This is an optimization exercise on Yosys and OpenROAD, whose aim is small area, a short achievable clock period and few clock cycles, not a production implementation. Only simulation tests tie the RTL to the original design; equivalence was not proved. Power figures rest on the tool's default switching activity, not on a simulated workload.

==> flow/design.v <==
module rbu_ptr (
    input  wire        clk,
    input  wire        rst,
    input  wire        cmd_valid,
    output wire        cmd_ready,
    input  wire [31:0] cmd_cw,
    input  wire [31:0] cmd_a0,
    input  wire [31:0] cmd_a1,
    output reg         rsp_valid,
    output reg  [3:0]  rsp_status,
    output reg         rsp_v,
    output reg  [31:0] rsp_r0,
    output reg         alloc_req,
    output reg  [31:0] alloc_size,
    input  wire        alloc_ack,
    input  wire        alloc_ok
);
    localparam NBUF = 4;
    localparam K    = 2;             
    localparam DW   = 32 + K - 1;    
    localparam ST_OK      = 4'd0;
    localparam ST_ALLOC   = 4'd1;
    localparam ST_ILLEGAL = 4'd2;
    localparam ST_CTX     = 4'd3;
    localparam ST_SPAN    = 4'd4;
    localparam OP_CREATE   = 8'h01;
    localparam OP_DESTROY  = 8'h02;
    localparam OP_COUNT    = 8'h10;
    localparam OP_REMAIN   = 8'h11;
    localparam OP_INDEXOF  = 8'h12;
    localparam OP_ENSURE   = 8'h18;
    localparam OP_APPEND   = 8'h30;
    localparam OP_APPENDB  = 8'h31;
    localparam OP_PREPEND  = 8'h32;
    localparam OP_PREPENDB = 8'h33;
    localparam OP_CONSUME  = 8'h39;
    localparam OP_CLEAR    = 8'h3C;
    localparam S_IDLE  = 3'd0;
    localparam S_EXEC  = 3'd1;    
    localparam S_DIV   = 3'd2;    
    localparam S_GROW  = 3'd3;    
    localparam S_ALLOC = 3'd4;    
    localparam S_RESP  = 3'd5;    
    function [5:0] bitlen;
        input [31:0] x;
        integer k;
        begin
            bitlen = 6'd0;
            for (k = 0; k < 32; k = k + 1)
                if (x[k]) bitlen = k + 1;
        end
    endfunction
    reg        ctx_v [0:NBUF-1];
    reg [30:0] ctx_s [0:NBUF-1];
    reg [30:0] ctx_h [0:NBUF-1];
    reg [30:0] ctx_o [0:NBUF-1];
    reg [30:0] ctx_i [0:NBUF-1];
    reg [2:0]  state;
    reg [1:0]  b;
    reg        f_bad;        
    reg        f_bdhi;       
    reg        f_create, f_destroy, f_count, f_remain, f_index;
    reg        f_ens;        
    reg        f_put;        
    reg        f_pre;        
    reg        f_consume, f_clear, f_kc;
    reg        f_noop;       
    reg        f_span;       
    reg [31:0] arg;          
    reg [5:0]  bla;          
    reg [DW-1:0] d;          
    reg [4:0]  cnt;
    reg [3:0]  st_q;
    reg        v_q;
    assign cmd_ready = (state == S_IDLE) || (state == S_EXEC) || (state == S_RESP);
    wire [7:0] c_op = cmd_cw[7:0];
    reg c_legal;
    always @(*) begin
        case (c_op)
            OP_CREATE, OP_DESTROY, OP_COUNT, OP_REMAIN, OP_INDEXOF, OP_ENSURE,
            OP_APPENDB, OP_PREPENDB, OP_CONSUME:
                c_legal = ((cmd_cw & 32'hFFFFF0FF) == {24'd0, c_op});
            OP_APPEND, OP_PREPEND:
                c_legal = ((cmd_cw & 32'hFFFEF0FF) == {24'd0, c_op});
            OP_CLEAR:
                c_legal = ((cmd_cw & 32'hFFFBF0FF) == {24'd0, c_op});
            default:
                c_legal = 1'b0;
        endcase
    end
    wire c_app  = (c_op == OP_APPEND)  || (c_op == OP_PREPEND);
    wire c_byte = (c_op == OP_APPENDB) || (c_op == OP_PREPENDB);
    wire c_ensure = (c_op == OP_ENSURE);
    wire a0_nonpos = cmd_a0[31] || (cmd_a0 == 32'd0);
    wire a1_nonpos = cmd_a1[31] || (cmd_a1 == 32'd0);
    wire c_noop = c_app ? (cmd_cw[16] || a1_nonpos) : a0_nonpos;
    wire [32:0] c_span_end = {1'b0, cmd_a0} + {1'b0, cmd_a1};
    wire c_span = c_app && !cmd_cw[16] && !a1_nonpos && (c_span_end > 33'd65536);
    wire a0_small = $signed(cmd_a0) < 32'sd5;
    wire [31:0] c_arg = (c_op == OP_CREATE) ? (a0_small ? 32'd5 : cmd_a0) :
                        c_app  ? cmd_a1 :
                        c_byte ? 32'd1 : cmd_a0;
    wire        cv = ctx_v[b];
    wire [30:0] cs = ctx_s[b];
    wire [30:0] ch = ctx_h[b];
    wire [30:0] co = ctx_o[b];
    wire [30:0] ci = ctx_i[b];
    wire ctx_ok = !f_bdhi && (f_create ? !cv : cv);
    wire early  = f_bad || !ctx_ok || f_span;
    wire [3:0] early_st = f_bad ? ST_ILLEGAL : !ctx_ok ? ST_CTX : ST_SPAN;
    wire        o_zero  = (co == 31'd0);
    wire [31:0] remain  = {1'b0, cs} - {1'b0, co} - 32'd1;
    wire [31:0] need    = {1'b0, co} + arg;            
    wire        fits    = need < {1'b0, cs};
    wire [31:0] occ_put = need;
    wire [31:0] h_sub   = {1'b0, ch} - arg;
    wire [30:0] h_pre   = h_sub[31] ? (h_sub[30:0] + cs) : h_sub[30:0];
    wire        m_lt    = arg < {1'b0, co};
    wire [30:0] c_n     = m_lt ? arg[30:0] : co;
    wire [31:0] h_add   = {1'b0, ch} + {1'b0, c_n};
    wire [31:0] h_addw  = h_add - {1'b0, cs};
    wire [30:0] h_cons  = h_addw[31] ? h_add[30:0] : h_addw[30:0];
    wire [30:0] o_cons  = co - c_n;
    wire [5:0]  blo     = bitlen({1'b0, co});
    wire [6:0]  j0      = {1'b0, bla} - {1'b0, blo};    
    wire        no_div  = j0[6];
    wire [5:0]  j1      = j0[5:0] | (K - 1);             
    wire [DW-1:0] d_init = {{(DW-31){1'b0}}, co} << j1;
    wire [4:0]  cnt_init = j1[5:1];                      
    reg [31:0] rem_n;
    reg [DW-1:0] dk;
    integer k, i;
    always @(*) begin
        rem_n = arg;
        for (k = 0; k < K; k = k + 1) begin
            dk = d >> k;
            if ({{(DW-32){1'b0}}, rem_n} >= dk)
                rem_n = rem_n - dk[31:0];
        end
    end
    wire [31:0] ix_add  = {1'b0, ch} + arg;
    wire [31:0] ix_addw = ix_add - {1'b0, cs};
    wire [31:0] ix      = ix_addw[31] ? ix_add : ix_addw;
    wire [DW-1:0] d2    = d << 1;
    wire        g_ovf   = d[31];
    wire        g_found = d[31:0] > need;
    wire [31:0] ho      = {1'b0, ch} + {1'b0, co};
    wire        wrapped = ho >= {1'b0, cs};
    wire [31:0] hspan2  = {cs - ch, 1'b0};
    wire        keep_h  = hspan2 > {1'b0, co};
    wire [30:0] h_reloc = ch + d[30:0] - cs;
    wire ex     = (state == S_EXEC);
    wire ex_ok  = ex && !early;
    wire ex_done = early || f_destroy || f_count || f_remain ||
                   (f_index && o_zero) || (f_ens && (f_noop || fits)) ||
                   f_consume || (f_clear && f_kc);
    always @(*) begin
        rsp_valid  = (ex && ex_done) || (state == S_RESP);
        rsp_status = ex ? (early ? early_st : ST_OK) : st_q;
        rsp_v      = !ex && v_q;
        rsp_r0     = 32'd0;
        if (ex) begin
            if (!early) begin
                if (f_count)
                    rsp_r0 = {1'b0, co};
                if (f_remain)
                    rsp_r0 = remain;
                if (f_consume && !f_noop)
                    rsp_r0 = {1'b0, c_n};
            end
        end else if (v_q)
            rsp_r0 = ix;
        alloc_req  = (ex_ok && (f_create || (f_clear && !f_kc))) ||
                     ((state == S_GROW) && !g_ovf && g_found) ||
                     (state == S_ALLOC);
        alloc_size = f_clear ? {1'b0, ci} : f_create ? arg : d[31:0];
    end
    always @(posedge clk) begin
        if (rst) begin
            state <= S_IDLE;
            for (i = 0; i < NBUF; i = i + 1)
                ctx_v[i] <= 1'b0;
        end else begin
                case (state)
                    S_EXEC: begin
                        if (alloc_req && alloc_ack) begin
                            st_q  <= alloc_ok ? ST_OK : ST_ALLOC;
                            v_q   <= 1'b0;
                            state <= S_RESP;
                            if (alloc_ok) begin
                                if (f_create) begin
                                    ctx_v[b] <= 1'b1;
                                    ctx_s[b] <= arg[30:0];
                                    ctx_i[b] <= arg[30:0];
                                    ctx_h[b] <= 31'd0;
                                    ctx_o[b] <= 31'd0;
                                end else
                                    ctx_s[b] <= ci;
                            end
                        end else if (ex_done)
                            state <= S_IDLE;
                        else if (f_create || f_clear)
                            state <= S_ALLOC;
                        else if (f_index) begin
                            d     <= d_init;
                            cnt   <= cnt_init;
                            st_q  <= ST_OK;
                            v_q   <= 1'b1;
                            state <= no_div ? S_RESP : S_DIV;
                        end else begin
                            d     <= {{(DW-32){1'b0}}, cs, 1'b0};
                            state <= S_GROW;
                        end
                        if (!early) begin
                            if (f_destroy)
                                ctx_v[b] <= 1'b0;
                            if (f_ens && !f_noop && fits && f_put) begin
                                ctx_o[b] <= occ_put[30:0];
                                if (f_pre)
                                    ctx_h[b] <= h_pre;
                            end
                            if (f_consume && !f_noop) begin
                                ctx_o[b] <= o_cons;
                                ctx_h[b] <= h_cons;
                            end
                            if (f_clear) begin
                                ctx_o[b] <= 31'd0;
                                ctx_h[b] <= 31'd0;
                            end
                        end
                    end
                    S_DIV: begin
                        arg <= rem_n;
                        d   <= d >> K;
                        cnt <= cnt - 5'd1;
                        if (cnt == 5'd0)
                            state <= S_RESP;
                    end
                    S_GROW: begin
                        if (g_ovf) begin
                            st_q  <= ST_ALLOC;
                            v_q   <= 1'b0;
                            state <= S_RESP;
                        end else if (g_found) begin
                            state <= S_ALLOC;
                            if (alloc_ack) begin
                                if (alloc_ok) begin
                                    ctx_s[b] <= d[30:0];
                                    if (wrapped && !keep_h)
                                        ctx_h[b] <= h_reloc;
                                    state <= S_EXEC;
                                end else begin
                                    st_q  <= ST_ALLOC;
                                    v_q   <= 1'b0;
                                    state <= S_RESP;
                                end
                            end
                        end else
                            d <= d2;
                    end
                    S_ALLOC: begin
                        if (alloc_ack) begin
                            st_q  <= alloc_ok ? ST_OK : ST_ALLOC;
                            v_q   <= 1'b0;
                            state <= S_RESP;
                            if (alloc_ok) begin
                                if (f_create) begin
                                    ctx_v[b] <= 1'b1;
                                    ctx_s[b] <= arg[30:0];
                                    ctx_i[b] <= arg[30:0];
                                    ctx_h[b] <= 31'd0;
                                    ctx_o[b] <= 31'd0;
                                end else if (f_clear)
                                    ctx_s[b] <= ci;
                                else begin
                                    ctx_s[b] <= d[30:0];
                                    if (wrapped && !keep_h)
                                        ctx_h[b] <= h_reloc;
                                    state <= S_EXEC;
                                end
                            end
                        end
                    end
                    S_RESP:
                        state <= S_IDLE;
                    default:
                        state <= S_IDLE;
                endcase
            if (cmd_valid && cmd_ready) begin
                state     <= S_EXEC;
                b         <= cmd_cw[9:8];
                f_bad     <= !c_legal;
                f_bdhi    <= cmd_cw[11:10] != 2'b00;
                f_create  <= c_op == OP_CREATE;
                f_destroy <= c_op == OP_DESTROY;
                f_count   <= c_op == OP_COUNT;
                f_remain  <= c_op == OP_REMAIN;
                f_index   <= c_op == OP_INDEXOF;
                f_ens     <= c_ensure || c_app || c_byte;
                f_put     <= c_app || c_byte;
                f_pre     <= (c_op == OP_PREPEND) || (c_op == OP_PREPENDB);
                f_consume <= c_op == OP_CONSUME;
                f_clear   <= c_op == OP_CLEAR;
                f_kc      <= cmd_cw[18];
                f_noop    <= !c_byte && c_noop;
                f_span    <= c_span;
                arg       <= c_arg;
                bla       <= bitlen(cmd_a0);
            end
        end
    end
endmodule
==> flow/run.sh <==
#!/bin/bash
# synth_recipe.tcl (not shown) runs the flow's synth.tcl, then flattens the netlist and writes it again
# the make line also repeats each setting of config.mk as NAME=value (left out here)
make -C /OpenROAD-flow-scripts/flow DESIGN_CONFIG=/design/flow/config.mk WORK_HOME=/design/flow/orfs CLKGATE_MAP_FILE= SYNTH_SCRIPT=/design/flow/synth_recipe.tcl finish
==> flow/config.mk <==
export PLATFORM = sky130hd
export DESIGN_NAME = rbu_ptr
export DESIGN_NICKNAME = rbu_ptr
export VERILOG_FILES = /design/flow/design.v
export SDC_FILE = /design/flow/constraint.sdc
export NUM_CORES = 4
export LEC_CHECK = 0
export CAP_MARGIN = 20
export CORE_MARGIN = 2
export CORE_UTILIZATION = 40
export SLEW_MARGIN = 20
==> flow/constraint.sdc <==
create_clock -name core_clock -period 10.0 [get_ports {clk}]
set_input_delay 2.0000 -clock core_clock [delete_from_list [all_inputs] [get_ports {clk}]]
set_output_delay 2.0000 -clock core_clock [all_outputs]
set_load 0.01 [all_outputs]
==> summary.md <==
| Metric | Value |
|---|---|
| Die area | `147000 sq um` |
| Slowest cell delay on critical path | `0.56 ns` |
| Min Hold Slack | `0.534 ns` |
| Worst skew pair latency | `0.71 ns` |
| Max Clock Freq | `102 MHz` |
| Clock Tree Buf Depth | `3` |
| Final worst slack | `0.196 ns` |
| Minimum clock period | `9.80 ns` |
| CTS tree | `done` |
| Top cells by count, synth | `ha_1 (640), edfxtp_1 (595), a21oi_1 (545)` |
| TNS Setup | `0 ns` |
| RSZ-0062 raised after global routing | `false` |
| Cell row count | `139` |
| Synth Flop Type | `edfxtp_1` |
| Vias per cell | `6.34` |
| Synth top area cells | `edfxtp_1 (31%), ha_1 (14%), mux4_2 (4.9%)` |
| Crit path depth | `26` |
| CTS Buf Count | `72` |
| Crit path buf inv count | `6` |
| Grt ovf | `0` |
| Detailed Routing Iterations Pass 1 | `6` |
| PD cells | `166 nW/um^2` |
| Endpoint, Worst Hold | `state[2]$_SDFFE_PP0P_` |
| DPL Wire Length | `213000 um` |
| Multi-input gate area | `37400 sq um` |
| Ys async rst share | `0%` |
| Pleak | `0.0271 uW` |
| DRT Wirelength | `262000 um` |
| Yosys top cell by area | `edfxtp_1` |
| Startpoint types | `flop` |
| WL per Instance | `30.5 um` |
| Largest net degree at the start of global routing | `99` |
| Share of the synthesized area in the top cell type | `31.1%` |
| Max-Cap Viols | `0` |
| Final period util | `98.0%` |
| Pins Over Slew Limit | `0` |
| FF-to-FF End | `ctx_h[0][11]$_DFFE_PP_` |
| Setup violation total in the final timing report | `0` |
| Chip Height | `383 um` |
| Max-slew headroom | `15.2%` |
| Worst-path clk slew | `0.06 ns` |
| Final Util | `46.7%` |
| Iter 0 DRT Violations | `6206` |
| CTS root buf | `clkbuf_16` |
| Initial Util | `40.2%` |
| Most common cell in the synthesized netlist | `ha_1` |
| Crit path arrival time | `7.80 ns` |
| Hold_sp | `state[2]$_SDFFE_PP0P_` |
| Crit end category | `output pin` |
| First-pass GRT wire length | `365000 um` |
| Cell variety after synth | `95` |
| #FFs+latches synth | `600` |
| Antenna viol nets, final | `0` |
| Residual DRC | `0` |
| Sequential fraction of the synthesis area | `31.2%` |
| Htree depth | `3` |
| Io pins | `173` |
| Initial antenna violation count | `16` |
| Vias in the first global route | `51500` |
| FILL cells | `13700` |
| Core area | `143000 sq um` |
| Peak VDD IR | `153 uV` |
| Fin. Hold Viols | `0` |
| Total Power | `11100 uW` |
| Mapped Cells | `6185` |
| Die X | `383 um` |
| Netlist Area Pre-Place | `57500 sq um` |
| Crit path max-delay family | `compound AO/OA/AOI/OAI gates` |
| Status | `complete, no violations` |
| R2R setup slack | `0.44 ns` |
| Worst-margin pin slew | `1.26 ns` |
| Share of layout cells above drive strength 1 | `11.8%` |
| Post-synth EDFFs | `595` |
| Syn Nets | `6971` |
| Maximum fanout along the worst path | `19` |
| Post-place setup slack | `-0.0153 ns` |
| Hold depth | `1` |
| HP Class | `reg -> reg` |
| Port bufs | `171` |
| Final #Nets | `7407` |
| Clock Skew | `0.0373 ns` |
| Critical Path RT | `8.00 ns` |
| Clock sink count | `600` |
| Area grow syn2layout | `16.4%` |
| Final GP Congestion | `1.05` |
| Kind of critical path | `reg -> out` |
| Vias | `54400` |
| Avg Cell Area, Syn | `9.30 sq um` |
| Worst reg2reg path depth | `36` |
| Reg area | `18000 sq um` |
| Slowest CP cell | `mux4_2` |
| GRT Overall Usage | `34.6%` |
| Synth warnings | `1` |
-- cell usage in the layout (no fill, tap or decap), drive strengths merged, types with 35 or more instances in the layout --
master,n
a21oi,545
nand3,76
buf,412
nor3,104
clkinv,35
ha,640
o21ai,441
nand2,415
a221oi,89
mux4,125
and3,64
nand4,60
xnor2,257
clkdlybuf4s50,170
a31oi,60
nor4,48
inv,450
o21bai,79
o221ai,41
o21a,104
a21o,151
nor2b,69
xor2,115
edfxtp,595
nor2,505
a211oi,88
clkbuf,86
fa,45
o31ai,45
o211ai,47
nand2b,80
mux2i,124
o22ai,64
-- area by class of cell --
type | count | share of cell area (%)
repair buffers | 584 | 7.52
clock buffers | 84 | 2.76
diodes | 4 | 0.0150
well taps | 1903 | 3.56
clock inverters | 46 | 0.849
inverters | 450 | 2.52
multi-input cells | 4913 | 55.9
flip-flops and latches | 600 | 26.9
-- registers in the layout (all words and copies together) (netlist names), 2 cells and up, named ones only --
name and flops:
ctx_o 124, ctx_i 124, b 2, cnt 5, ctx_s 124, ctx_v 4, d 33, ctx_h 124
bla 6, state 3, arg 32
-- worst max path at each step --
stage / slack (ns) / to / start
after floorplan: 0.16 / rsp_r0[25] / flop
after global placement: 0.07 / rsp_r0[16] / flop
after CTS: 0.005 / rsp_r0[16] / flop
after detailed placement: -0.02 / rsp_r0[16] / flop
final: 0.20 / rsp_valid / flop
after global routing: 0.005 / rsp_r0[16] / flop
-- cell families (layout without fill, tap and decap cells) --
logic type	count (synthesis)	in the layout	share of synthesized area (%)
multiplexers	258	258	7.23
AND/OR/NAND/NOR	1583	1583	13.1
adder cells (fa/ha/maj)	685	685	15.5
XOR/XNOR	372	372	5.68
buffers and inverters	672	1164	4.51
flip-flops	600	600	31.2
other	1	5	0.00652
AO/OA/AOI/OAI	2014	2014	22.7
-- metrics by stage --
step,area [sq um],instances
after floorplan,57500,6185
after global placement,64100,8439
after detailed placement,64100,8439
after CTS,66600,8569
after global routing,66900,8580
final,66900,8584
-- what timing repair did --
item,4_1_cts,5_1_grt
resized for setup,21,42
buffers inserted,0,10
hold buffers,0,0
cloned,0,0
endpoints found under the setup margin,33,150
pin swaps,0,9
-- where the power goes --
group / internal, uW / total (uW) / switching [uW]
registers: 2770 / 2790 / 21.6
logic: 2290 / 5610 / 3320
clock network: 1530 / 2720 / 1190
-- routing by layer --
layer / vias to the layer above / routed length [um] / track usage, %
met5: - / 80 / 0
met4: 12 / 15600 / 16.5
met3: 547 / 25700 / 6.24
met2: 2936 / 117000 / 55.3
met1: 26700 / 103000 / 45.1
li1: 24300 / - / -
Testbench counts, summed over its fixed seeds: cycles 71,705.

afterwards: timing with drivers on the ports:
In the flow no input, the clock included, has a driving cell. The finished layout below was timed again as built, in two steps.
Step 1 assumes that a clkbuf_16 drives the clock port and a buf_2 every other input.
Step 2 moves the port delays by t, midway between the first and last clock arrival at a register: inputs arrive t later, outputs are due t later. That takes back most of the time a late clock gives input paths.
a / b / c = ideal ports / drivers / drivers and shift; a / b = the first two.
shift t [ns]: 0.772
setup WS [ns]: 0.196 / 0.117 / 0.442
latest minus earliest clock arrival (ns): 0.037 / 0.037
After both steps setup and hold are still met in this run. The setup slack of this run moves by -0.079 ns with the drivers and by +0.246 ns with both steps.
